Context: an optimization exercise on an open-source flow, tuned for a short achievable clock period. The choices shown serve that exercise and are no tape-out recipe. Only simulation tests tie the RTL to the original design; equivalence was not proved. In this run the design's own scripts or RTL, not TritonCTS, make the clock network. No driver is modelled on the clock port, so clock power and skew are understated where the tree is cut down; a real chip needs a root buffer or a tree. Power is estimated from default activity; no workload was simulated.

$ cat design/flow/config.mk
export PLATFORM = sky130hd
export DESIGN_NAME = mapic_acq
export DESIGN_NICKNAME = mapic_acq
export VERILOG_FILES = /design/flow/design.v
export SDC_FILE = /design/flow/constraint.sdc
export NUM_CORES = 4
export LEC_CHECK = 0
export CAP_MARGIN = 20
export CORE_MARGIN = 2
export CORE_UTILIZATION = 40
export SLEW_MARGIN = 20
export SYNTH_HIERARCHICAL = 1
export SYNTH_MINIMUM_KEEP_SIZE = 0
$ cat design/flow/constraint.sdc
create_clock -name core_clock -period 18.0 [get_ports {clk}]
set_input_delay 3.6000 -clock core_clock [delete_from_list [all_inputs] [get_ports {clk}]]
set_output_delay 3.6000 -clock core_clock [all_outputs]
set_load 0.01 [all_outputs]
$ cat design/flow/design.v
module mapic_acq (
    input  wire        clk,
    input  wire        rst,
    input  wire        us_tick,
    input  wire        cin_valid,
    input  wire [7:0]  cin_data,
    input  wire        cin_last,
    output wire        cin_ready,
    output wire        cout_valid,
    output wire [7:0]  cout_data,
    output wire        cout_last,
    input  wire        cout_ready,
    output wire        sout_valid,
    output wire [7:0]  sout_data,
    output wire        sout_last,
    input  wire [11:0] adc_data,
    input  wire        trig_in,
    input  wire        rate_in,
    output wire        bus_req,
    output wire [1:0]  bus_op,
    output wire [6:0]  bus_addr,
    output wire [7:0]  bus_wdata,
    input  wire        bus_ack,
    input  wire        bus_present,
    input  wire [7:0]  bus_rdata,
    output wire        pol_out,
    output wire        tp_out,
    output wire        clr_out,
    output wire        idle,
    output wire [2:0]  fault_code,
    output wire [7:0]  bus_err_cnt
);
    localparam [6:0]  GAIN_ADDR        = 7'h2D;
    localparam [6:0]  THR_ADDR         = 7'h2C;
    localparam [10:0] SETTLE_US        = 11'd2000;
    localparam [11:0] RATE_WINDOW_US   = 12'd3000;       
    localparam [1:0]  CLR_PULSE_US     = 2'd2;
    localparam [1:0]  STREAM_PERIOD_US = 2'd3;
    localparam [1:0] BUS_PROBE = 2'd0, BUS_READ = 2'd1, BUS_WRITE = 2'd2;
    localparam [2:0] F_NONE = 3'd0, F_OVERFLOW = 3'd6;
    localparam [1:0] TX_P2 = 2'd0;
    reg s_idle, s_decode, s_rxpay, s_paydone, s_drain, s_rdg, s_rdt, s_scan,
        s_write, s_settle, s_txwait, s_next, s_fill, s_send, s_burst, s_burstq,
        s_rate, s_rend, s_halt;
    reg         rdy;               
    reg         ad_str, ad_burst;  
    reg  [2:0]  pop;               
    reg  [2:0]  fault;
    reg  [7:0]  buserr;
    reg  [3:0]  rx_cnt;
    reg  [3:0]  rx_len;
    reg  [63:0] rx_buf;
    reg         drain_mid;
    reg         pol;
    reg         tpen;
    reg  [63:0] label;
    reg  [31:0] resp;
    reg  [1:0]  tx_kind;
    reg  [5:0]  tx_k;              
    reg         tx_busy;
    reg  [7:0]  cd;                
    reg         cl;                
    reg         breq;
    reg  [1:0]  bop;
    reg  [6:0]  baddr;
    reg  [7:0]  bwdata;
    reg  [7:0]  scan_r0, scan_r1;
    reg  [1:0]  scan_found;
    reg  [10:0] settle_cnt;
    reg  [31:0] tsec;
    reg  [19:0] tusec;
    reg  [31:0] srem;              
    reg         sfirst;            
    reg  [127:0] sh;               
    reg         fill_m2;
    reg  [1:0]  due_cnt;
    reg  [3:0]  sidx;
    reg         sl;                
    reg  [63:0] btarget;
    reg  [63:0] pcount;
    reg         reached;           
    reg         t_armed, t_insvc, t_pend, trig_q;
    reg  [1:0]  t_cnt;
    reg  [11:0] sb0, sb1, sb2, sb3;
    reg  [1:0]  dq;
    reg  [191:0] bb;               
    reg  [31:0] rval;              
    reg  [1:0]  rmod;              
    reg         r_inc;             
    reg  [11:0] win_cnt;
    reg         r_armed, r_insvc, r_pend, rate_q;
    reg  [1:0]  clr_cnt;
    wire [3:0]  e_rx_len_now;
    wire [7:0]  e_wr;
    wire e_idle0, e_dx_idle, e_dx_str, e_dx_burst, e_bus3, e_settle_go, e_rxpay0,
         e_drain0, e_drain_stay, e_rdg0, e_scan0, e_scan_last, e_scan_more, e_write0,
         e_txw0, e_send_end, e_str_single, e_str_pair, e_fill_due, e_fill_wait,
         e_send_more, e_burst_stay, e_burst_exit_r, e_burst_nf, e_burstq_stay,
         e_rate0, e_rate_z, e_rate_stay, e_halt0, e_settle_wait;
    wire e_ta_nq, e_ta_p, e_ta_nqf, e_ta_pf, e_ra_nq, e_ra_p;
    wire [2:0]  e_pop_n, e_fault_n;
    wire        e_pol_n, e_tp_n;
    wire [63:0] e_label_n, e_btarget_n;
    wire [31:0] e_srem_n;
    wire        e_sfirst_n, e_ad_str_n, e_ad_burst_n, e_dmid_clr;
    wire [7:0]  e_bwdata_n;
    wire        e_bus_ld;
    wire [1:0]  e_bop_ld;
    wire [6:0]  e_baddr_ld, e_baddr_dec;
    wire [7:0]  e_buserr_inc;
    wire        e_sf0, e_sf1;
    wire [1:0]  e_sf_inc;
    wire [7:0]  e_baddr8;
    wire [31:0] e_resp_n;
    wire [10:0] e_settle_dec;
    wire        e_start_early;
    wire [1:0]  e_kind_early;
    wire [7:0]  e_fbyte_early, e_nbyte;
    wire        e_klast;
    wire [5:0]  e_k_inc;
    wire        e_str_first, e_str_go;
    wire [31:0] e_tsec_inc;
    wire [19:0] e_tusec_inc;
    wire [1:0]  e_due_dec;
    wire        e_sl_n, e_fill_m2_n;
    wire [3:0]  e_sidx_n;
    wire [127:0] e_sh_n;
    wire        e_defer_go;
    wire [191:0] e_bb_n;
    wire        e_tx_defer;
    wire [63:0] e_pcount_n;
    wire        e_reached_n, e_bt_zero;
    wire        e_tcnt3, e_sb1_en, e_sb2_en, e_sb3_en;
    wire [1:0]  e_tcnt_inc;
    wire [11:0] e_win_dec;
    wire        e_win_go;
    wire [1:0]  e_clr_dec;
    wire        e_clr1;
    wire [31:0] e_rval_n;
    wire [1:0]  e_rmod_n;
    mapic_acq_early u_early (
        .s_idle(s_idle), .s_decode(s_decode), .s_rxpay(s_rxpay), .s_paydone(s_paydone),
        .s_drain(s_drain), .s_rdg(s_rdg), .s_rdt(s_rdt), .s_scan(s_scan), .s_write(s_write),
        .s_settle(s_settle), .s_txwait(s_txwait), .s_next(s_next), .s_fill(s_fill),
        .s_send(s_send), .s_burst(s_burst), .s_burstq(s_burstq), .s_rate(s_rate),
        .s_rend(s_rend), .s_halt(s_halt),
        .rdy(rdy), .ad_str(ad_str), .ad_burst(ad_burst), .pop(pop), .fault(fault),
        .buserr(buserr), .rx_cnt(rx_cnt), .rx_len(rx_len), .rx_buf(rx_buf),
        .drain_mid(drain_mid), .pol(pol), .tpen(tpen), .label(label), .resp(resp),
        .tx_kind(tx_kind), .tx_k(tx_k), .tx_busy(tx_busy), .baddr(baddr), .bwdata(bwdata),
        .scan_r0(scan_r0), .scan_found(scan_found), .settle_cnt(settle_cnt),
        .tsec(tsec), .tusec(tusec), .srem(srem), .sfirst(sfirst), .sh(sh),
        .fill_m2(fill_m2), .due_cnt(due_cnt), .sidx(sidx), .btarget(btarget),
        .pcount(pcount), .reached(reached), .t_armed(t_armed), .t_insvc(t_insvc),
        .t_pend(t_pend), .trig_q(trig_q), .t_cnt(t_cnt), .sb0(sb0), .sb1(sb1),
        .sb2(sb2), .sb3(sb3), .dq(dq), .bb(bb), .rval(rval), .rmod(rmod),
        .r_inc(r_inc), .win_cnt(win_cnt), .r_armed(r_armed), .r_insvc(r_insvc),
        .r_pend(r_pend), .rate_q(rate_q), .clr_cnt(clr_cnt),
        .e_rx_len_now(e_rx_len_now), .e_wr(e_wr),
        .e_idle0(e_idle0), .e_dx_idle(e_dx_idle), .e_dx_str(e_dx_str),
        .e_dx_burst(e_dx_burst), .e_bus3(e_bus3), .e_settle_go(e_settle_go),
        .e_settle_wait(e_settle_wait),
        .e_rxpay0(e_rxpay0), .e_drain0(e_drain0), .e_drain_stay(e_drain_stay),
        .e_rdg0(e_rdg0), .e_scan0(e_scan0), .e_scan_last(e_scan_last),
        .e_scan_more(e_scan_more), .e_write0(e_write0), .e_txw0(e_txw0),
        .e_send_end(e_send_end), .e_str_single(e_str_single), .e_str_pair(e_str_pair),
        .e_fill_due(e_fill_due), .e_fill_wait(e_fill_wait), .e_send_more(e_send_more),
        .e_burst_stay(e_burst_stay), .e_burst_exit_r(e_burst_exit_r),
        .e_burst_nf(e_burst_nf), .e_burstq_stay(e_burstq_stay), .e_rate0(e_rate0),
        .e_rate_z(e_rate_z), .e_rate_stay(e_rate_stay), .e_halt0(e_halt0),
        .e_ta_nq(e_ta_nq), .e_ta_p(e_ta_p), .e_ta_nqf(e_ta_nqf), .e_ta_pf(e_ta_pf),
        .e_ra_nq(e_ra_nq), .e_ra_p(e_ra_p),
        .e_pop_n(e_pop_n), .e_fault_n(e_fault_n), .e_pol_n(e_pol_n), .e_tp_n(e_tp_n),
        .e_label_n(e_label_n), .e_btarget_n(e_btarget_n), .e_srem_n(e_srem_n),
        .e_sfirst_n(e_sfirst_n), .e_ad_str_n(e_ad_str_n), .e_ad_burst_n(e_ad_burst_n),
        .e_dmid_clr(e_dmid_clr), .e_bwdata_n(e_bwdata_n),
        .e_bus_ld(e_bus_ld), .e_bop_ld(e_bop_ld), .e_baddr_ld(e_baddr_ld),
        .e_baddr_dec(e_baddr_dec), .e_buserr_inc(e_buserr_inc),
        .e_sf0(e_sf0), .e_sf1(e_sf1), .e_sf_inc(e_sf_inc), .e_baddr8(e_baddr8),
        .e_resp_n(e_resp_n), .e_settle_dec(e_settle_dec),
        .e_start_early(e_start_early), .e_kind_early(e_kind_early),
        .e_fbyte_early(e_fbyte_early), .e_nbyte(e_nbyte), .e_klast(e_klast),
        .e_k_inc(e_k_inc),
        .e_str_first(e_str_first), .e_str_go(e_str_go), .e_tsec_inc(e_tsec_inc),
        .e_tusec_inc(e_tusec_inc), .e_due_dec(e_due_dec), .e_sl_n(e_sl_n),
        .e_fill_m2_n(e_fill_m2_n), .e_sidx_n(e_sidx_n), .e_sh_n(e_sh_n),
        .e_defer_go(e_defer_go), .e_bb_n(e_bb_n), .e_tx_defer(e_tx_defer),
        .e_pcount_n(e_pcount_n), .e_reached_n(e_reached_n), .e_bt_zero(e_bt_zero),
        .e_tcnt3(e_tcnt3), .e_tcnt_inc(e_tcnt_inc),
        .e_sb1_en(e_sb1_en), .e_sb2_en(e_sb2_en), .e_sb3_en(e_sb3_en),
        .e_win_dec(e_win_dec), .e_win_go(e_win_go), .e_clr_dec(e_clr_dec),
        .e_clr1(e_clr1), .e_rval_n(e_rval_n), .e_rmod_n(e_rmod_n)
    );
    wire vl       = cin_valid && cin_last;
    wire t_entry  = (trig_in && e_ta_nq) || e_ta_p;
    wire t_ovf    = (trig_in && e_ta_nqf) || e_ta_pf;
    wire r_entry  = (rate_in && e_ra_nq) || e_ra_p;
    wire ack_ok   = bus_ack && bus_present;
    wire ack_miss = bus_ack && !bus_present;
    wire rdt_ok   = s_rdt && ack_ok;
    wire scan_end = e_scan_last && bus_ack;
    wire n_idle    = e_idle0 || (s_idle && !vl) || (e_dx_idle && !cin_valid)
                   || (e_bus3 && ack_miss) || (e_settle_go && us_tick);
    wire n_decode  = s_idle && vl;
    wire n_rxpay   = e_rxpay0 || (s_rxpay && !vl);
    wire n_paydone = s_rxpay && vl;
    wire n_drain   = e_drain0 || e_drain_stay || (s_drain && cin_valid);
    wire n_rdg     = e_rdg0 || (s_rdg && !bus_ack);
    wire n_rdt     = (s_rdg && ack_ok) || (s_rdt && !bus_ack);
    wire n_scan    = e_scan0 || e_scan_more || (s_scan && !bus_ack);
    wire n_write   = e_write0 || (s_write && !bus_ack);
    wire n_settle  = (s_write && ack_ok) || e_settle_wait || (s_settle && !us_tick);
    wire n_txwait  = e_txw0 || rdt_ok || scan_end;
    wire n_next    = (e_dx_str && !cin_valid) || e_send_end;
    wire n_fill    = e_str_pair || e_fill_wait || (s_fill && !us_tick);
    wire n_send    = e_str_single || (e_fill_due && us_tick) || e_send_more;
    wire n_burst   = (e_dx_burst && !cin_valid) || (e_burst_stay && !t_ovf)
                   || (e_burst_nf && t_entry);
    wire n_burstq  = (e_burst_exit_r && !t_entry) || e_burstq_stay;
    wire n_rate    = e_rate0 || e_rate_stay || (e_rate_z && r_entry);
    wire n_rend    = e_rate_z && !r_entry;
    wire n_halt    = e_halt0 || t_ovf;
    wire tx_start  = e_start_early || rdt_ok || scan_end;
    wire tx_adv    = tx_busy && cout_ready;
    wire [7:0] scan_b0 = (bus_present && e_sf0) ? e_baddr8 : scan_r0;
    wire [7:0] scan_b1 = (bus_present && e_sf1) ? e_baddr8 : scan_r1;
    wire [31:0] tsec_next  = e_str_first ? 32'd0 : (us_tick ? e_tsec_inc  : tsec);
    wire [19:0] tusec_next = e_str_first ? 20'd0 : (us_tick ? e_tusec_inc : tusec);
    wire dx_burst = e_dx_burst && !cin_valid;
    always @(posedge clk) begin
        if (rst) begin
            s_idle <= 1'b1; s_decode <= 1'b0; s_rxpay <= 1'b0; s_paydone <= 1'b0;
            s_drain <= 1'b0; s_rdg <= 1'b0; s_rdt <= 1'b0; s_scan <= 1'b0;
            s_write <= 1'b0; s_settle <= 1'b0; s_txwait <= 1'b0; s_next <= 1'b0;
            s_fill <= 1'b0; s_send <= 1'b0; s_burst <= 1'b0; s_burstq <= 1'b0;
            s_rate <= 1'b0; s_rend <= 1'b0; s_halt <= 1'b0;
            rdy         <= 1'b1;
            ad_str      <= 1'b0;
            ad_burst    <= 1'b0;
            pop         <= 3'd0;
            fault       <= F_NONE;
            buserr      <= 8'd0;
            rx_cnt      <= 4'd0;
            rx_len      <= 4'd0;
            rx_buf      <= 64'd0;
            drain_mid   <= 1'b0;
            pol         <= 1'b0;
            tpen        <= 1'b0;
            label       <= 64'd0;
            resp        <= 32'd0;
            tx_kind     <= TX_P2;
            tx_k        <= 6'd1;
            tx_busy     <= 1'b0;
            cd          <= 8'd0;
            cl          <= 1'b0;
            breq        <= 1'b0;
            bop         <= BUS_PROBE;
            baddr       <= 7'd0;
            bwdata      <= 8'd0;
            scan_r0     <= 8'd0;
            scan_r1     <= 8'd0;
            scan_found  <= 2'd0;
            settle_cnt  <= 11'd0;
            tsec        <= 32'd0;
            tusec       <= 20'd0;
            srem        <= 32'd0;
            sfirst      <= 1'b0;
            sh          <= 128'd0;
            fill_m2     <= 1'b0;
            due_cnt     <= 2'd0;
            sidx        <= 4'd0;
            sl          <= 1'b0;
            btarget     <= 64'd0;
            pcount      <= 64'd0;
            reached     <= 1'b0;
            t_armed     <= 1'b0;
            t_insvc     <= 1'b0;
            t_pend      <= 1'b0;
            trig_q      <= 1'b0;
            t_cnt       <= 2'd0;
            sb0         <= 12'd0;
            sb1         <= 12'd0;
            sb2         <= 12'd0;
            sb3         <= 12'd0;
            dq          <= 2'd0;
            bb          <= 192'd0;
            rval        <= 32'd0;
            rmod        <= 2'd0;
            r_inc       <= 1'b0;
            win_cnt     <= 12'd0;
            r_armed     <= 1'b0;
            r_insvc     <= 1'b0;
            r_pend      <= 1'b0;
            rate_q      <= 1'b0;
            clr_cnt     <= 2'd0;
        end else begin
            s_idle <= n_idle; s_decode <= n_decode; s_rxpay <= n_rxpay; s_paydone <= n_paydone;
            s_drain <= n_drain; s_rdg <= n_rdg; s_rdt <= n_rdt; s_scan <= n_scan;
            s_write <= n_write; s_settle <= n_settle; s_txwait <= n_txwait; s_next <= n_next;
            s_fill <= n_fill; s_send <= n_send; s_burst <= n_burst; s_burstq <= n_burstq;
            s_rate <= n_rate; s_rend <= n_rend; s_halt <= n_halt;
            rdy <= n_idle || n_rxpay || n_drain;
            trig_q <= trig_in;
            rate_q <= rate_in;
            if (e_wr[0]) rx_buf[ 7: 0] <= cin_data;
            if (e_wr[1]) rx_buf[15: 8] <= cin_data;
            if (e_wr[2]) rx_buf[23:16] <= cin_data;
            if (e_wr[3]) rx_buf[31:24] <= cin_data;
            if (e_wr[4]) rx_buf[39:32] <= cin_data;
            if (e_wr[5]) rx_buf[47:40] <= cin_data;
            if (e_wr[6]) rx_buf[55:48] <= cin_data;
            if (e_wr[7]) rx_buf[63:56] <= cin_data;
            if (rdy && cin_valid)
                rx_cnt <= cin_last ? 4'd0 : e_rx_len_now;
            if (rdy && vl)
                rx_len <= e_rx_len_now;
            if (s_drain && cin_valid)
                drain_mid <= !cin_last;
            else if (e_dmid_clr)
                drain_mid <= 1'b0;
            pop      <= e_pop_n;
            pol      <= e_pol_n;
            tpen     <= e_tp_n;
            fault    <= t_ovf ? F_OVERFLOW : e_fault_n;
            label    <= e_label_n;
            btarget  <= e_btarget_n;
            bwdata   <= e_bwdata_n;
            ad_str   <= e_ad_str_n;
            ad_burst <= e_ad_burst_n;
            if (e_bus_ld) begin
                bop   <= e_bop_ld;
                baddr <= e_baddr_ld;
            end else if (s_rdg && ack_ok) begin
                bop   <= BUS_READ;
                baddr <= THR_ADDR;
            end else if (e_scan_more && bus_ack) begin
                baddr <= e_baddr_dec;
            end
            if (t_ovf)
                breq <= 1'b0;
            else if (e_bus_ld || (s_rdg && ack_ok) || (e_scan_more && bus_ack))
                breq <= 1'b1;
            else if (bus_ack)
                breq <= 1'b0;
            if (e_bus3 && ack_miss)
                buserr <= e_buserr_inc;
            if (e_scan0) begin
                scan_found <= 2'd0;
                scan_r0    <= 8'd0;
                scan_r1    <= 8'd0;
            end else if (s_scan && ack_ok) begin
                if (e_sf0) scan_r0 <= e_baddr8;
                if (e_sf1) scan_r1 <= e_baddr8;
                scan_found <= e_sf_inc;
            end
            if (s_rdg && ack_ok)
                resp[7:0] <= bus_rdata;
            else if (scan_end)
                resp[7:0] <= scan_b0;
            else
                resp[7:0] <= e_resp_n[7:0];
            if (rdt_ok)
                resp[15:8] <= bus_rdata;
            else if (scan_end)
                resp[15:8] <= scan_b1;
            else
                resp[15:8] <= e_resp_n[15:8];
            resp[31:16] <= e_resp_n[31:16];
            if (s_write && ack_ok)
                settle_cnt <= SETTLE_US;
            else if (s_settle && us_tick)
                settle_cnt <= e_settle_dec;
            if (t_ovf)
                tx_busy <= 1'b0;
            else if (tx_start)
                tx_busy <= 1'b1;
            else if (tx_adv && cl)
                tx_busy <= 1'b0;
            if (e_start_early) begin
                tx_k    <= 6'd1;
                cd      <= e_fbyte_early;
                tx_kind <= e_kind_early;
            end else if (rdt_ok) begin
                tx_k    <= 6'd1;
                cd      <= resp[7:0];
                tx_kind <= TX_P2;
            end else if (scan_end) begin
                tx_k    <= 6'd1;
                cd      <= scan_b0;
                tx_kind <= TX_P2;
            end else if (tx_adv) begin
                tx_k    <= e_k_inc;
                cd      <= e_nbyte;
            end
            if (!tx_busy)
                cl <= 1'b0;
            else if (cout_ready)
                cl <= e_klast;
            tsec  <= tsec_next;
            tusec <= tusec_next;
            if (e_str_go)
                sh[63:0] <= {tusec_next, adc_data, tsec_next};
            else
                sh[63:0] <= e_sh_n[63:0];
            if (e_fill_due && us_tick)
                sh[127:64] <= {e_tusec_inc, adc_data, e_tsec_inc};
            else
                sh[127:64] <= e_sh_n[127:64];
            if (e_str_go)
                due_cnt <= STREAM_PERIOD_US;
            else if (e_fill_wait && us_tick)
                due_cnt <= e_due_dec;
            fill_m2 <= e_fill_m2_n;
            sidx    <= e_sidx_n;
            sl      <= e_sl_n;
            srem    <= e_srem_n;
            sfirst  <= e_sfirst_n;
            if (t_entry) begin
                t_armed <= 1'b0;
                t_insvc <= !t_ovf;
                t_pend  <= 1'b0;
                t_cnt   <= 2'd1;
                sb0     <= adc_data;
            end else begin
                if (t_insvc) begin
                    if (trig_in && !trig_q)
                        t_pend <= 1'b1;
                    t_cnt <= e_tcnt_inc;
                    if (e_tcnt3) begin
                        t_insvc <= 1'b0;
                        t_armed <= 1'b1;
                    end
                end
                if (dx_burst)
                    t_armed <= 1'b1;
                if (e_burst_exit_r)
                    t_armed <= 1'b0;
            end
            if (e_sb1_en) sb1 <= adc_data;
            if (e_sb2_en) sb2 <= adc_data;
            if (e_sb3_en) sb3 <= adc_data;
            if (dx_burst)
                pcount <= 64'd0;
            else
                pcount <= e_pcount_n;
            if (dx_burst)
                reached <= e_bt_zero;
            else
                reached <= e_reached_n;
            bb <= e_bb_n;
            if (t_entry && !e_defer_go)
                dq <= dq + 2'd1;
            else if (!t_entry && e_defer_go)
                dq <= dq - 2'd1;
            r_inc <= r_entry;
            if (r_entry) begin
                r_armed <= 1'b0;
                r_insvc <= 1'b1;
                r_pend  <= 1'b0;
                clr_cnt <= CLR_PULSE_US;
            end else begin
                if (r_insvc) begin
                    if (rate_in && !rate_q)
                        r_pend <= 1'b1;
                    if (us_tick) begin
                        clr_cnt <= e_clr_dec;
                        if (e_clr1) begin
                            r_insvc <= 1'b0;
                            r_armed <= 1'b1;
                        end
                    end
                end
                if (e_rate0)
                    r_armed <= 1'b1;
                if (e_rate_z)
                    r_armed <= 1'b0;
            end
            if (e_rate0)
                win_cnt <= RATE_WINDOW_US;
            else if (e_win_go && us_tick)
                win_cnt <= e_win_dec;
            rval <= e_rval_n;
            rmod <= e_rmod_n;
        end
    end
    assign cin_ready  = rdy;
    assign cout_valid = tx_busy;
    assign cout_data  = cd;
    assign cout_last  = cl;
    assign sout_valid = s_send;
    assign sout_data  = sh[7:0];
    assign sout_last  = sl;
    assign bus_req    = breq;
    assign bus_op     = bop;
    assign bus_addr   = baddr;
    assign bus_wdata  = bwdata;
    assign pol_out    = pol;
    assign tp_out     = tpen;
    assign clr_out    = r_insvc;
    assign idle       = s_idle;
    assign fault_code = fault;
    assign bus_err_cnt = buserr;
endmodule
module mapic_acq_early (
    input  wire s_idle, s_decode, s_rxpay, s_paydone, s_drain, s_rdg, s_rdt, s_scan,
                s_write, s_settle, s_txwait, s_next, s_fill, s_send, s_burst, s_burstq,
                s_rate, s_rend, s_halt,
    input  wire         rdy, ad_str, ad_burst,
    input  wire [2:0]   pop, fault,
    input  wire [7:0]   buserr,
    input  wire [3:0]   rx_cnt, rx_len,
    input  wire [63:0]  rx_buf,
    input  wire         drain_mid, pol, tpen,
    input  wire [63:0]  label,
    input  wire [31:0]  resp,
    input  wire [1:0]   tx_kind,
    input  wire [5:0]   tx_k,
    input  wire         tx_busy,
    input  wire [6:0]   baddr,
    input  wire [7:0]   bwdata,
    input  wire [7:0]   scan_r0,
    input  wire [1:0]   scan_found,
    input  wire [10:0]  settle_cnt,
    input  wire [31:0]  tsec,
    input  wire [19:0]  tusec,
    input  wire [31:0]  srem,
    input  wire         sfirst,
    input  wire [127:0] sh,
    input  wire         fill_m2,
    input  wire [1:0]   due_cnt,
    input  wire [3:0]   sidx,
    input  wire [63:0]  btarget, pcount,
    input  wire         reached, t_armed, t_insvc, t_pend, trig_q,
    input  wire [1:0]   t_cnt,
    input  wire [11:0]  sb0, sb1, sb2, sb3,
    input  wire [1:0]   dq,
    input  wire [191:0] bb,
    input  wire [31:0]  rval,
    input  wire [1:0]   rmod,
    input  wire         r_inc,
    input  wire [11:0]  win_cnt,
    input  wire         r_armed, r_insvc, r_pend, rate_q,
    input  wire [1:0]   clr_cnt,
    output wire [3:0]   e_rx_len_now,
    output wire [7:0]   e_wr,
    output wire e_idle0, e_dx_idle, e_dx_str, e_dx_burst, e_bus3, e_settle_go,
                e_settle_wait, e_rxpay0, e_drain0, e_drain_stay, e_rdg0, e_scan0,
                e_scan_last, e_scan_more, e_write0, e_txw0, e_send_end, e_str_single,
                e_str_pair, e_fill_due, e_fill_wait, e_send_more, e_burst_stay,
                e_burst_exit_r, e_burst_nf, e_burstq_stay, e_rate0, e_rate_z,
                e_rate_stay, e_halt0,
    output wire e_ta_nq, e_ta_p, e_ta_nqf, e_ta_pf, e_ra_nq, e_ra_p,
    output wire [2:0]   e_pop_n, e_fault_n,
    output wire         e_pol_n, e_tp_n,
    output wire [63:0]  e_label_n, e_btarget_n,
    output wire [31:0]  e_srem_n,
    output wire         e_sfirst_n, e_ad_str_n, e_ad_burst_n, e_dmid_clr,
    output wire [7:0]   e_bwdata_n,
    output wire         e_bus_ld,
    output wire [1:0]   e_bop_ld,
    output wire [6:0]   e_baddr_ld, e_baddr_dec,
    output wire [7:0]   e_buserr_inc,
    output wire         e_sf0, e_sf1,
    output wire [1:0]   e_sf_inc,
    output wire [7:0]   e_baddr8,
    output wire [31:0]  e_resp_n,
    output wire [10:0]  e_settle_dec,
    output wire         e_start_early,
    output wire [1:0]   e_kind_early,
    output wire [7:0]   e_fbyte_early, e_nbyte,
    output wire         e_klast,
    output wire [5:0]   e_k_inc,
    output wire         e_str_first, e_str_go,
    output wire [31:0]  e_tsec_inc,
    output wire [19:0]  e_tusec_inc,
    output wire [1:0]   e_due_dec,
    output wire         e_sl_n, e_fill_m2_n,
    output wire [3:0]   e_sidx_n,
    output wire [127:0] e_sh_n,
    output wire         e_defer_go,
    output wire [191:0] e_bb_n,
    output wire         e_tx_defer,
    output wire [63:0]  e_pcount_n,
    output wire         e_reached_n, e_bt_zero,
    output wire         e_tcnt3, e_sb1_en, e_sb2_en, e_sb3_en,
    output wire [1:0]   e_tcnt_inc,
    output wire [11:0]  e_win_dec,
    output wire         e_win_go,
    output wire [1:0]   e_clr_dec,
    output wire         e_clr1,
    output wire [31:0]  e_rval_n,
    output wire [1:0]   e_rmod_n
);
    localparam [6:0] GAIN_ADDR = 7'h2D;
    localparam [6:0] THR_ADDR  = 7'h2C;
    localparam [1:0] BUS_PROBE = 2'd0, BUS_READ = 2'd1, BUS_WRITE = 2'd2;
    localparam [2:0] F_UNKNOWN = 3'd1, F_SHORT = 3'd5;
    localparam [2:0] PO_WRG = 3'd0, PO_WRT = 3'd1, PO_STRM = 3'd2, PO_BURST = 3'd3, PO_LSET = 3'd4;
    localparam [1:0] TX_P2 = 2'd0, TX_P4 = 2'd1, TX_PL = 2'd2, TX_PB = 2'd3;
    assign e_rx_len_now = (rx_cnt == 4'd15) ? 4'd15 : rx_cnt + 4'd1;
    genvar gi;
    generate
        for (gi = 0; gi < 8; gi = gi + 1) begin : g_wr
            assign e_wr[gi] = rdy && (rx_cnt == gi);
        end
    endgenerate
    wire [7:0] cat = rx_buf[7:0];
    wire [7:0] sub = rx_buf[15:8];
    wire d_potrd = (cat == 8'h00) && (sub == 8'h00);
    wire d_scan  = (cat == 8'h00) && (sub == 8'h02);
    wire d_wrg   = (cat == 8'h01) && (sub == 8'h00);
    wire d_wrt   = (cat == 8'h01) && (sub == 8'h01);
    wire d_strm  = (cat == 8'h02) && (sub == 8'h00);
    wire d_burst = (cat == 8'h02) && (sub == 8'h01);
    wire d_pollo = (cat == 8'h04) && (sub == 8'h00);
    wire d_polhi = (cat == 8'h04) && (sub == 8'h01);
    wire d_rate  = (cat == 8'h05) && (sub == 8'h01);
    wire d_tpoff = (cat == 8'h06) && (sub == 8'h00);
    wire d_tpon  = (cat == 8'h06) && (sub == 8'h01);
    wire d_lget  = (cat == 8'h07) && (sub == 8'h00);
    wire d_lset  = (cat == 8'h07) && (sub == 8'h01);
    wire d_pay   = d_wrg || d_wrt || d_strm || d_burst || d_lset;
    wire d_flag  = d_pollo || d_polhi || d_tpoff || d_tpon;
    wire d_bad   = !(d_potrd || d_scan || d_pay || d_flag || d_rate || d_lget);
    wire d_short = (rx_len < 4'd2);
    wire dec_ok  = s_decode && !d_short;
    reg [3:0] pay_need;
    always @(*) begin
        case (pop)
            PO_WRG, PO_WRT: pay_need = 4'd1;
            PO_STRM:        pay_need = 4'd4;
            default:        pay_need = 4'd8;
        endcase
    end
    wire p_short = (rx_len < pay_need);
    wire pay_ok  = s_paydone && !p_short;
    wire p_wr    = (pop == PO_WRG) || (pop == PO_WRT);
    wire p_strm  = (pop == PO_STRM);
    wire p_burst = (pop == PO_BURST);
    wire p_lset  = (pop == PO_LSET);
    assign e_pop_n = !s_decode ? pop :
                     d_wrg   ? PO_WRG :
                     d_wrt   ? PO_WRT :
                     d_strm  ? PO_STRM :
                     d_burst ? PO_BURST :
                     d_lset  ? PO_LSET : pop;
    assign e_pol_n = (dec_ok && d_pollo) ? 1'b0 : (dec_ok && d_polhi) ? 1'b1 : pol;
    assign e_tp_n  = (dec_ok && d_tpoff) ? 1'b0 : (dec_ok && d_tpon) ? 1'b1 : tpen;
    assign e_fault_n = (s_decode && d_short) ? F_SHORT :
                       (s_decode && d_bad)   ? F_UNKNOWN :
                       (s_paydone && p_short) ? F_SHORT : fault;
    assign e_label_n   = (pay_ok && p_lset) ? rx_buf : label;
    assign e_btarget_n = (pay_ok && p_burst) ? rx_buf : btarget;
    assign e_bwdata_n  = (pay_ok && p_wr) ? rx_buf[7:0] : bwdata;
    assign e_ad_str_n   = (pay_ok && p_strm) ? 1'b1 :
                          ((pay_ok && p_burst) || (s_burstq && bq_exit)) ? 1'b0 : ad_str;
    assign e_ad_burst_n = (pay_ok && p_burst) ? 1'b1 :
                          ((pay_ok && p_strm) || (s_burstq && bq_exit)) ? 1'b0 : ad_burst;
    assign e_dmid_clr = s_paydone || s_burstq;
    wire rem_z   = (srem == 32'd0);
    wire rem_1   = (srem == 32'd1);
    wire str_go  = s_next && !rem_z;
    wire dq_full = (dq == 2'd2);
    wire defer_go = (s_burst || s_burstq) && (dq != 2'd0) && !t_insvc && !tx_busy;
    wire defer_fl = defer_go && (pcount[1:0] == 2'd2);
    wire burst_exit_r = reached && !t_insvc && !defer_go && !tx_busy;
    wire bq_exit  = (dq == 2'd0) && !tx_busy;
    wire win_z    = (win_cnt == 12'd0);
    wire scan_last = (baddr == 7'h01);
    wire settle_1 = (settle_cnt == 11'd1);
    wire fill_due = (due_cnt == 2'd1);
    assign e_idle0      = (dec_ok && d_flag) || (pay_ok && p_lset) || (s_txwait && !tx_busy)
                        || (s_next && rem_z);
    assign e_dx_idle    = s_drain && !drain_mid && !ad_str && !ad_burst;
    assign e_dx_str     = s_drain && !drain_mid && ad_str;
    assign e_dx_burst   = s_drain && !drain_mid && ad_burst;
    assign e_bus3       = s_rdg || s_rdt || s_write;
    assign e_settle_go  = s_settle && settle_1;
    assign e_settle_wait = s_settle && !settle_1;
    assign e_rxpay0     = dec_ok && d_pay;
    assign e_drain0     = (pay_ok && (p_strm || p_burst)) || (s_burstq && bq_exit);
    assign e_drain_stay = s_drain && drain_mid;
    assign e_rdg0       = dec_ok && d_potrd;
    assign e_scan0      = dec_ok && d_scan;
    assign e_scan_last  = s_scan && scan_last;
    assign e_scan_more  = s_scan && !scan_last;
    assign e_write0     = pay_ok && p_wr;
    assign e_txw0       = (dec_ok && d_lget) || s_rend || (s_txwait && tx_busy);
    assign e_send_end   = s_send && (sidx == 4'd15);
    assign e_str_single = str_go && rem_1;
    assign e_str_pair   = str_go && !rem_1;
    assign e_fill_due   = s_fill && fill_due;
    assign e_fill_wait  = s_fill && !fill_due;
    assign e_send_more  = s_send && (sidx != 4'd15);
    assign e_burst_stay = s_burst && !burst_exit_r;
    assign e_burst_exit_r = s_burst && burst_exit_r;
    assign e_burst_nf   = s_burst && !dq_full;
    assign e_burstq_stay = s_burstq && !bq_exit;
    assign e_rate0      = dec_ok && d_rate;
    assign e_rate_z     = s_rate && win_z && !r_insvc;
    assign e_rate_stay  = s_rate && !(win_z && !r_insvc);
    assign e_halt0      = s_halt || (s_decode && (d_short || d_bad)) || (s_paydone && p_short);
    assign e_ta_nq  = t_armed && !trig_q;
    assign e_ta_p   = t_armed && t_pend;
    assign e_ta_nqf = t_armed && !trig_q && dq_full;
    assign e_ta_pf  = t_armed && t_pend && dq_full;
    assign e_ra_nq  = r_armed && !rate_q;
    assign e_ra_p   = r_armed && r_pend;
    assign e_bus_ld   = (dec_ok && (d_potrd || d_scan)) || (pay_ok && p_wr);
    assign e_bop_ld   = (dec_ok && d_potrd) ? BUS_READ : (dec_ok && d_scan) ? BUS_PROBE : BUS_WRITE;
    assign e_baddr_ld = (dec_ok && d_potrd) ? GAIN_ADDR : (dec_ok && d_scan) ? 7'h7F :
                        (pop == PO_WRG) ? GAIN_ADDR : THR_ADDR;
    assign e_baddr_dec  = baddr - 7'd1;
    assign e_buserr_inc = buserr + 8'd1;
    assign e_sf0    = (scan_found == 2'd0);
    assign e_sf1    = (scan_found == 2'd1);
    assign e_sf_inc = (scan_found != 2'd2) ? scan_found + 2'd1 : scan_found;
    assign e_baddr8 = {1'b0, baddr};
    assign e_resp_n = s_rend ? rval : resp;
    assign e_settle_dec = settle_cnt - 11'd1;
    assign e_start_early = (dec_ok && d_lget) || s_rend || defer_fl;
    assign e_kind_early  = (dec_ok && d_lget) ? TX_PL : s_rend ? TX_P4 : TX_PB;
    assign e_fbyte_early = (dec_ok && d_lget) ? label[7:0] : s_rend ? rval[7:0] : bb[7:0];
    assign e_tx_defer = defer_fl;
    reg [5:0] tx_len;
    always @(*) begin
        case (tx_kind)
            TX_P2:   tx_len = 6'd2;
            TX_P4:   tx_len = 6'd4;
            TX_PL:   tx_len = 6'd8;
            default: tx_len = 6'd32;
        endcase
    end
    wire klast_cur = (tx_k == tx_len);
    assign e_klast = (tx_k == tx_len - 6'd1);
    assign e_k_inc = klast_cur ? 6'd1 : tx_k + 6'd1;
    wire [11:0] bbw [0:15];
    generate
        for (gi = 0; gi < 16; gi = gi + 1) begin : g_bbw
            assign bbw[gi] = bb[gi*12 +: 12];
        end
    endgenerate
    wire [11:0] pb_word = bbw[tx_k[4:1]];
    reg  [7:0] nbyte;
    always @(*) begin
        case (tx_kind)
            TX_P2, TX_P4: begin
                case (tx_k[1:0])
                    2'd0: nbyte = resp[7:0];
                    2'd1: nbyte = resp[15:8];
                    2'd2: nbyte = resp[23:16];
                    default: nbyte = resp[31:24];
                endcase
            end
            TX_PL: begin
                case (tx_k[2:0])
                    3'd0: nbyte = label[7:0];
                    3'd1: nbyte = label[15:8];
                    3'd2: nbyte = label[23:16];
                    3'd3: nbyte = label[31:24];
                    3'd4: nbyte = label[39:32];
                    3'd5: nbyte = label[47:40];
                    3'd6: nbyte = label[55:48];
                    default: nbyte = label[63:56];
                endcase
            end
            default: nbyte = tx_k[0] ? {4'd0, pb_word[11:8]} : pb_word[7:0];
        endcase
    end
    assign e_nbyte = nbyte;
    wire us_wrap = (tusec == 20'd999999);
    assign e_str_go     = str_go;
    assign e_str_first  = str_go && sfirst;
    assign e_tsec_inc   = us_wrap ? tsec + 32'd1 : tsec;
    assign e_tusec_inc  = us_wrap ? 20'd0 : tusec + 20'd1;
    assign e_due_dec    = due_cnt - 2'd1;
    assign e_fill_m2_n  = str_go ? !rem_1 : fill_m2;
    assign e_sidx_n     = str_go ? 4'd0 : s_send ? sidx + 4'd1 : sidx;
    assign e_sl_n       = s_send && (sidx == 4'd14);
    assign e_sh_n[63:0]   = s_send ? sh[71:8] : sh[63:0];
    assign e_sh_n[127:64] = str_go ? 64'd0 : s_send ? {8'd0, sh[127:72]} : sh[127:64];
    assign e_srem_n   = (pay_ok && p_strm) ? rx_buf[31:0] :
                        (s_send && sidx == 4'd15) ? srem - (fill_m2 ? 32'd2 : 32'd1) : srem;
    assign e_sfirst_n = (pay_ok && p_strm) ? 1'b1 : (s_send && sidx == 4'd15) ? 1'b0 : sfirst;
    assign e_defer_go = defer_go;
    assign e_bb_n[  0 +: 48] = (defer_go && pcount[1:0] == 2'd0) ? {sb3, sb2, sb1, sb0} : bb[  0 +: 48];
    assign e_bb_n[ 48 +: 48] = (defer_go && pcount[1:0] == 2'd1) ? {sb3, sb2, sb1, sb0} : bb[ 48 +: 48];
    assign e_bb_n[ 96 +: 48] = (defer_go && pcount[1:0] == 2'd2) ? {sb3, sb2, sb1, sb0} : bb[ 96 +: 48];
    assign e_bb_n[144 +: 48] = (defer_go && pcount[1:0] == 2'd3) ? {sb3, sb2, sb1, sb0} : bb[144 +: 48];
    assign e_pcount_n  = (t_insvc && t_cnt == 2'd1) ? pcount + 64'd1 : pcount;
    assign e_reached_n = (pcount >= btarget);
    assign e_bt_zero   = (btarget == 64'd0);
    assign e_tcnt3     = (t_cnt == 2'd3);
    assign e_tcnt_inc  = t_cnt + 2'd1;
    assign e_sb1_en    = t_insvc && (t_cnt == 2'd1);
    assign e_sb2_en    = t_insvc && (t_cnt == 2'd2);
    assign e_sb3_en    = t_insvc && (t_cnt != 2'd1) && (t_cnt != 2'd2);
    wire r_wrap = (rmod == 2'd0) && (rval == 32'h55555555);
    assign e_win_dec = win_cnt - 12'd1;
    assign e_win_go  = s_rate && !win_z;
    assign e_clr_dec = clr_cnt - 2'd1;
    assign e_clr1    = (clr_cnt == 2'd1);
    assign e_rval_n = (dec_ok && d_rate) ? 32'd0 :
                      !r_inc ? rval :
                      r_wrap ? 32'd0 :
                      (rmod == 2'd1) ? rval + 32'd1 : rval;
    assign e_rmod_n = (dec_ok && d_rate) ? 2'd0 :
                      !r_inc ? rmod :
                      r_wrap ? 2'd0 :
                      (rmod == 2'd2) ? 2'd0 : rmod + 2'd1;
endmodule
$ cat design/flow/flow/run.sh
#!/bin/bash
set -euo pipefail
W=$(pwd)
R=$W/orfs/results/sky130hd/mapic_acq/base
export SETUP_SLACK_MARGIN=$(cat "$W/flow/margin")
export PRE_REPAIR_TIMING_POST_PLACE_TCL=$W/flow/post_place.tcl
export MYCTS_LEAVES=64
export MYCTS_ROOTS=4
export MYCTS_LEAFBUF=sky130_fd_sc_hd__clkbuf_16
export MYCTS_ROOTBUF=sky130_fd_sc_hd__clkbuf_16
bash "$W/standard.sh" synth > "$W/flow_synth.log" 2>&1
bash "$W/standard.sh" place > "$W/flow_place.log" 2>&1
bash "$W/standard.sh" run RUN_SCRIPT="$W/flow/mycts.tcl" RUN_LOG_NAME_STEM=4_1_mycts > "$W/flow_cts.log" 2>&1
test -s "$R/4_1_cts.odb" && test -s "$R/4_cts.sdc"
cp "$R/4_1_cts.odb" "$R/4_cts.odb"
touch "$R/4_cts.sdc"
bash "$W/standard.sh" > "$W/flow_finish.log" 2>&1
$ cat design/flow/flow/margin
13.8
$ cat design/flow/flow/mycts.tcl
# Clock tree for this design, in place of TritonCTS: two buffer levels.
# The clock port drives MYCTS_ROOTS root buffers; each drives the leaf
# buffers of its region; each leaf drives the flip-flops of one cluster.
# Clusters come from k-means on the placed flip-flops, so every flip-flop
# sees the same two buffer stages and a short leaf net.
source $::env(SCRIPTS_DIR)/load.tcl
erase_non_stage_variables cts
load_design 3_place.odb 3_place.sdc

set nleaf $::env(MYCTS_LEAVES)
set nroot $::env(MYCTS_ROOTS)
set leafbuf $::env(MYCTS_LEAFBUF)
set rootbuf $::env(MYCTS_ROOTBUF)

set db [ord::get_db]
set block [ord::get_db_block]
set clknet [[$block findBTerm clk] getNet]

proc kmeans {xs ys k iters} {
  set n [llength $xs]
  set xmin [tcl::mathfunc::min {*}$xs]; set xmax [tcl::mathfunc::max {*}$xs]
  set ymin [tcl::mathfunc::min {*}$ys]; set ymax [tcl::mathfunc::max {*}$ys]
  # grid start: cols x rows close to the region's shape
  set best 1
  for {set c 1} {$c <= $k} {incr c} {
    if {$k % $c == 0} {
      set r [expr {$k / $c}]
      set ar [expr {double($xmax - $xmin + 1) / ($ymax - $ymin + 1)}]
      if {abs(double($c)/$r - $ar) < abs(double($best)/($k/$best) - $ar)} { set best $c }
    }
  }
  set cols $best; set rows [expr {$k / $cols}]
  set cx {}; set cy {}
  for {set j 0} {$j < $rows} {incr j} {
    for {set i 0} {$i < $cols} {incr i} {
      lappend cx [expr {$xmin + ($i + 0.5) * ($xmax - $xmin) / $cols}]
      lappend cy [expr {$ymin + ($j + 0.5) * ($ymax - $ymin) / $rows}]
    }
  }
  set asg [lrepeat $n 0]
  for {set it 0} {$it < $iters} {incr it} {
    for {set p 0} {$p < $n} {incr p} {
      set x [lindex $xs $p]; set y [lindex $ys $p]
      set bd 1e30; set bc 0
      for {set c 0} {$c < $k} {incr c} {
        set d [expr {abs($x - [lindex $cx $c]) + abs($y - [lindex $cy $c])}]
        if {$d < $bd} { set bd $d; set bc $c }
      }
      lset asg $p $bc
    }
    set sx [lrepeat $k 0.0]; set sy [lrepeat $k 0.0]; set sn [lrepeat $k 0]
    for {set p 0} {$p < $n} {incr p} {
      set c [lindex $asg $p]
      lset sx $c [expr {[lindex $sx $c] + [lindex $xs $p]}]
      lset sy $c [expr {[lindex $sy $c] + [lindex $ys $p]}]
      lset sn $c [expr {[lindex $sn $c] + 1}]
    }
    for {set c 0} {$c < $k} {incr c} {
      if {[lindex $sn $c] > 0} {
        lset cx $c [expr {[lindex $sx $c] / [lindex $sn $c]}]
        lset cy $c [expr {[lindex $sy $c] / [lindex $sn $c]}]
      }
    }
  }
  return [list $asg $cx $cy]
}

# Final assignment with a size cap: closest (point, centre) pairs first.
proc cap_assign {xs ys cx cy cap} {
  set n [llength $xs]
  set k [llength $cx]
  set pairs {}
  for {set p 0} {$p < $n} {incr p} {
    set x [lindex $xs $p]; set y [lindex $ys $p]
    for {set c 0} {$c < $k} {incr c} {
      lappend pairs [list [expr {abs($x - [lindex $cx $c]) + abs($y - [lindex $cy $c])}] $p $c]
    }
  }
  set pairs [lsort -real -index 0 $pairs]
  set asg [lrepeat $n -1]
  set cnt [lrepeat $k 0]
  set left $n
  foreach pr $pairs {
    lassign $pr d p c
    if {[lindex $asg $p] >= 0 || [lindex $cnt $c] >= $cap} continue
    lset asg $p $c
    lset cnt $c [expr {[lindex $cnt $c] + 1}]
    incr left -1
    if {$left == 0} break
  }
  # centres of the capped clusters
  set sx [lrepeat $k 0.0]; set sy [lrepeat $k 0.0]
  for {set p 0} {$p < $n} {incr p} {
    set c [lindex $asg $p]
    lset sx $c [expr {[lindex $sx $c] + [lindex $xs $p]}]
    lset sy $c [expr {[lindex $sy $c] + [lindex $ys $p]}]
  }
  set ncx {}; set ncy {}
  for {set c 0} {$c < $k} {incr c} {
    set m [lindex $cnt $c]
    if {$m > 0} {
      lappend ncx [expr {[lindex $sx $c] / $m}]; lappend ncy [expr {[lindex $sy $c] / $m}]
    } else {
      lappend ncx [lindex $cx $c]; lappend ncy [lindex $cy $c]
    }
  }
  return [list $asg $ncx $ncy]
}

# the flip-flop clock pins on the clock port's net
set sinks {}
set xs {}
set ys {}
foreach it [$clknet getITerms] {
  if {[$it getIoType] eq "INPUT"} {
    set bb [[$it getInst] getBBox]
    lappend sinks $it
    lappend xs [expr {([$bb xMin] + [$bb xMax]) / 2.0}]
    lappend ys [expr {([$bb yMin] + [$bb yMax]) / 2.0}]
  }
}
puts "mycts: [llength $sinks] sinks, $nleaf leaves, $nroot roots"

lassign [kmeans $xs $ys $nleaf 40] asg lx ly
set cap [expr {int(ceil(1.08 * [llength $sinks] / $nleaf))}]
lassign [cap_assign $xs $ys $lx $ly $cap] asg lx ly
lassign [kmeans $lx $ly $nroot 40] rasg rx ry
lassign [cap_assign $lx $ly $rx $ry [expr {int(ceil(double($nleaf) / $nroot))}]] rasg rx ry

set lmaster [$db findMaster $leafbuf]
set rmaster [$db findMaster $rootbuf]
set rnets {}
for {set r 0} {$r < $nroot} {incr r} {
  set inst [odb::dbInst_create $block $rmaster "mycts_root_$r"]
  $inst setLocation [expr {int([lindex $rx $r])}] [expr {int([lindex $ry $r])}]
  $inst setPlacementStatus PLACED
  set net [odb::dbNet_create $block "mycts_rnet_$r"]
  $net setSigType CLOCK
  [$inst findITerm A] connect $clknet
  [$inst findITerm X] connect $net
  lappend rnets $net
}
set lnets {}
for {set l 0} {$l < $nleaf} {incr l} {
  set inst [odb::dbInst_create $block $lmaster "mycts_leaf_$l"]
  $inst setLocation [expr {int([lindex $lx $l])}] [expr {int([lindex $ly $l])}]
  $inst setPlacementStatus PLACED
  set net [odb::dbNet_create $block "mycts_lnet_$l"]
  $net setSigType CLOCK
  [$inst findITerm A] connect [lindex $rnets [lindex $rasg $l]]
  [$inst findITerm X] connect $net
  lappend lnets $net
}
set sizes [lrepeat $nleaf 0]
for {set p 0} {$p < [llength $sinks]} {incr p} {
  set it [lindex $sinks $p]
  set l [lindex $asg $p]
  $it disconnect
  $it connect [lindex $lnets $l]
  lset sizes $l [expr {[lindex $sizes $l] + 1}]
}
$clknet setSigType CLOCK
puts "mycts: leaf sizes $sizes"
puts "mycts: root of each leaf $rasg"
global_connect

set_propagated_clock [all_clocks]
set_dont_use $::env(DONT_USE_CELLS)

set_placement_padding -global \
  -left $::env(CELL_PAD_IN_SITES_DETAIL_PLACEMENT) \
  -right $::env(CELL_PAD_IN_SITES_DETAIL_PLACEMENT)
detailed_placement
estimate_parasitics -placement
report_clock_skew
report_worst_slack -max

repair_timing_helper
detailed_placement
check_placement -verbose
estimate_parasitics -placement
report_clock_skew
report_worst_slack -max
report_worst_slack -min
report_checks -path_delay max -format full_clock_expanded
set m 0
foreach pin [all_registers -clock_pins -edge_triggered] {
  foreach e {rise fall} { set v [get_property $pin slew_max_$e]; if {$v > $m} { set m $v } }
}
puts "mycts: max flip-flop clock pin slew $m"

write_db $::env(RESULTS_DIR)/4_1_cts.odb
write_sdc -no_timestamp $::env(RESULTS_DIR)/4_cts.sdc
$ cat design/flow/flow/post_place.tcl
# Before the post-placement repair: repair setup with the margin the flow asks for.
estimate_parasitics -placement
repair_timing -setup -setup_margin $::env(SETUP_SLACK_MARGIN) -repair_tns 100 -verbose
$ cat design/flow/standard.sh
#!/bin/bash
# synth_recipe.tcl (not shown) runs the flow's synth.tcl, then flattens the netlist and writes it again
# the make line also repeats each setting of config.mk as NAME=value (left out here)
make -C /OpenROAD-flow-scripts/flow DESIGN_CONFIG=/design/flow/config.mk WORK_HOME=/design/flow/orfs CLKGATE_MAP_FILE= SYNTH_SCRIPT=/design/flow/synth_recipe.tcl "${@:-finish}"
==> impl_results.md <==
* Measured slew at the worst slew-check pin at 1.14 ns
* Vias in the first global route at 34400
* CP max stage cell: dfxtp_4
* Yosys warning count at 8
* DRT antenna net count at 0
* Layout area overhead at 14.8%
* Clk Latency, worst-skew pair at 0.52 ns
* Overall die width at 341 um
* Setup crit start kind: flop
* Max Transition Viols Final at 0
* Clk pwr share at 0.387
* Worst hold path type: reg2reg
* Switching power at 0.825 mW
* Hold_sp: settle_cnt[1]$_SDFFE_PP0P_
* Cell area after synthesis at 45500 sq um
* Sw frac at 0.231
* Final setup violation count at 0
* Largest stage delay, worst path at 0.42 ns
* Buffers & Inverters on Critical Path at 1
* Core region area at 113000 sq um
* Endpoint class of the critical path: output port
* GPL Wtd Cong at 0.864
* Slew headroom at 0.230
* Initial antenna violation count at 5
* Comb pwr share at 0.041
* First-pass GRT wire length at 210000 um
* Final hold vios at 0
* Largest net degree at the start of global routing at 126
* Final Critical Period at 4.65 ns
* Setup TNS at 0 ns
* Crit Path Max Fanout at 2
* Most frequent cells in the layout: dfxtp_1, nor2_1, nand2_1
* Status: timing/DRC/antenna clean
* Drt total wl at 139000 um
* Max cap viols at 0
* Sequential fraction of design power at 0.572
* Crit path max-delay family: flip-flops
* Die H at 341 um
* Average routed wire per standard cell at 21.0 um
* First-pass DRT Iterations at 7
* Die area at 117000 sq um
* DP HPWL at 86500 um
* Fillcell total at 10800
* Drt first-iter violations at 3149
* Most common cell after layout, fill and taps aside: dfxtp_1
* Start point of the critical path: rdy$_SDFF_PP1_
* Via density at 5.52
* Crit path kind: reg2out
* CP Data Arrival Time at 1.05 ns
* DRC at 0
* Cell Chain, Critical Path: buf_6
* Share of cells above drive strength 1 at 0.191
* Highest Clock Rate at 215 MHz
* CP required at 14.40 ns
* Fin crit share at 0.258
* I/O Buffers at 91
* Detailed-route via count at 36600
* Internal power at 2.75 mW
* Origin of the critical flop-to-flop path: tx_k[1]$_SDFFE_PP0P_
* Tot Pwr at 3.58 mW
* Row count at 123
* Total GRT Usage at 0.228
* Avg Inst Size Synth at 8.83 sq um
* Max IR drop VDD at 0.0907 mV
* Worst Clk Skew at 0.0812 ns
* Nets at 5272
* Aggregate global routing overflow at 0
* Synth Instances at 5155
* RSZ-0062 raised after global routing: yes
* Leakage at 19.8 nW
* Io pins at 92
* Cell Pwr Density at 68.5 nW/um^2
* Initial core utilization at 0.404
* Clk pin slew, worst setup/hold paths at 0.07 ns
==> worst paths after layout <==
check	to	slack [ns]	cells past startpoint
worst min-delay path	settle_cnt[1]$_SDFFE_PP0P_	0.47	2
worst min register to register	settle_cnt[1]$_SDFFE_PP0P_	0.47	2
worst max register to register	cd[2]$_SDFFE_PP0P_	13.80	13
worst max-delay path	cin_ready	13.35	1
==> metrics by stage <==
stage / util / hold WS [ns] / cells / area (sq um) / setup WS [ns]
6_report: 0.464 / 0.471 / 6631 / 52200 / 13.35
5_1_grt: 0.464 / 0.496 / 6629 / 52200 / 13.32
2_1_floorplan: - / 0.429 / 5157 / 47500 / 13.18
3_3_place_gp: 0.426 / 0.457 / 6439 / 48000 / 11.57
3_5_place_dp: 0.426 / 0.462 / 6439 / 48000 / 11.54
==> area by class of cell <==
cell class                 instances  area (sq um)  area share
tap                             1500          1880      0.0359
antenna                            2          5.00   0.0000958
buffer                            68          1700      0.0326
timing repair inverter             2          17.5    0.000335
multi-input combinational       3746         26200       0.502
inverter                         141           564      0.0108
timing repair buffer             250          3230      0.0618
sequential                       922         18600       0.356
==> power by group through the flow <==
stage,Combinational [mW],Sequential [mW],Clock (mW)
after floorplan,0.0864,2.09,0
after global placement,0.0993,2.10,0
after detailed placement,0.0992,2.10,0
after global routing,0.153,2.05,1.48
final,0.146,2.05,1.38
==> layer usage <==
layer | part of all wire | track usage
met1 | 0.46 | 0.321
met2 | 0.45 | 0.361
met3 | 0.067 | 0.0356
met4 | 0.030 | 0.0616
met5 | 0.000079 | 0
==> registers in the layout, summed over array words and instances, names as in the netlist, 11 cells and up <==
register / flops
sh: 128
sb2: 12
srem: 32
sb0: 12
rx_buf: 64
bb: 192
settle_cnt: 11
tusec: 20
btarget: 64
sb1: 12
resp: 32
sb3: 12
tsec: 32
label: 64
pcount: 64
win_cnt: 12
rval: 32

==> static timing again, ports no longer ideal <==
Ports are ideal in the flow. The routed layout listed here was re-timed in OpenROAD.
Step 1 (the two cells are an assumption about what drives the block):
set clk [get_ports {clk}]
set_driving_cell -lib_cell sky130_fd_sc_hd__clkbuf_16 $clk
set_driving_cell -lib_cell sky130_fd_sc_hd__buf_2 [delete_from_list [all_inputs] $clk]
Step 2 adds t to the input delays and takes it off the output delays; t is the mean of the earliest and latest rising clock arrival at the registers after step 1. Input paths then give back, and output paths get back, about the clock's delay inside the block.
Three values: no drivers, after step 1, after step 2; two values: the first two.
t (ns): 0.639
setup WS [ns]: 13.349 / 13.186 / 13.089
cell pins on the clock port's net: 4
After both steps setup and hold are still met in this run. The setup slack of this run moves by -0.163 ns with the drivers and by -0.260 ns with both steps.
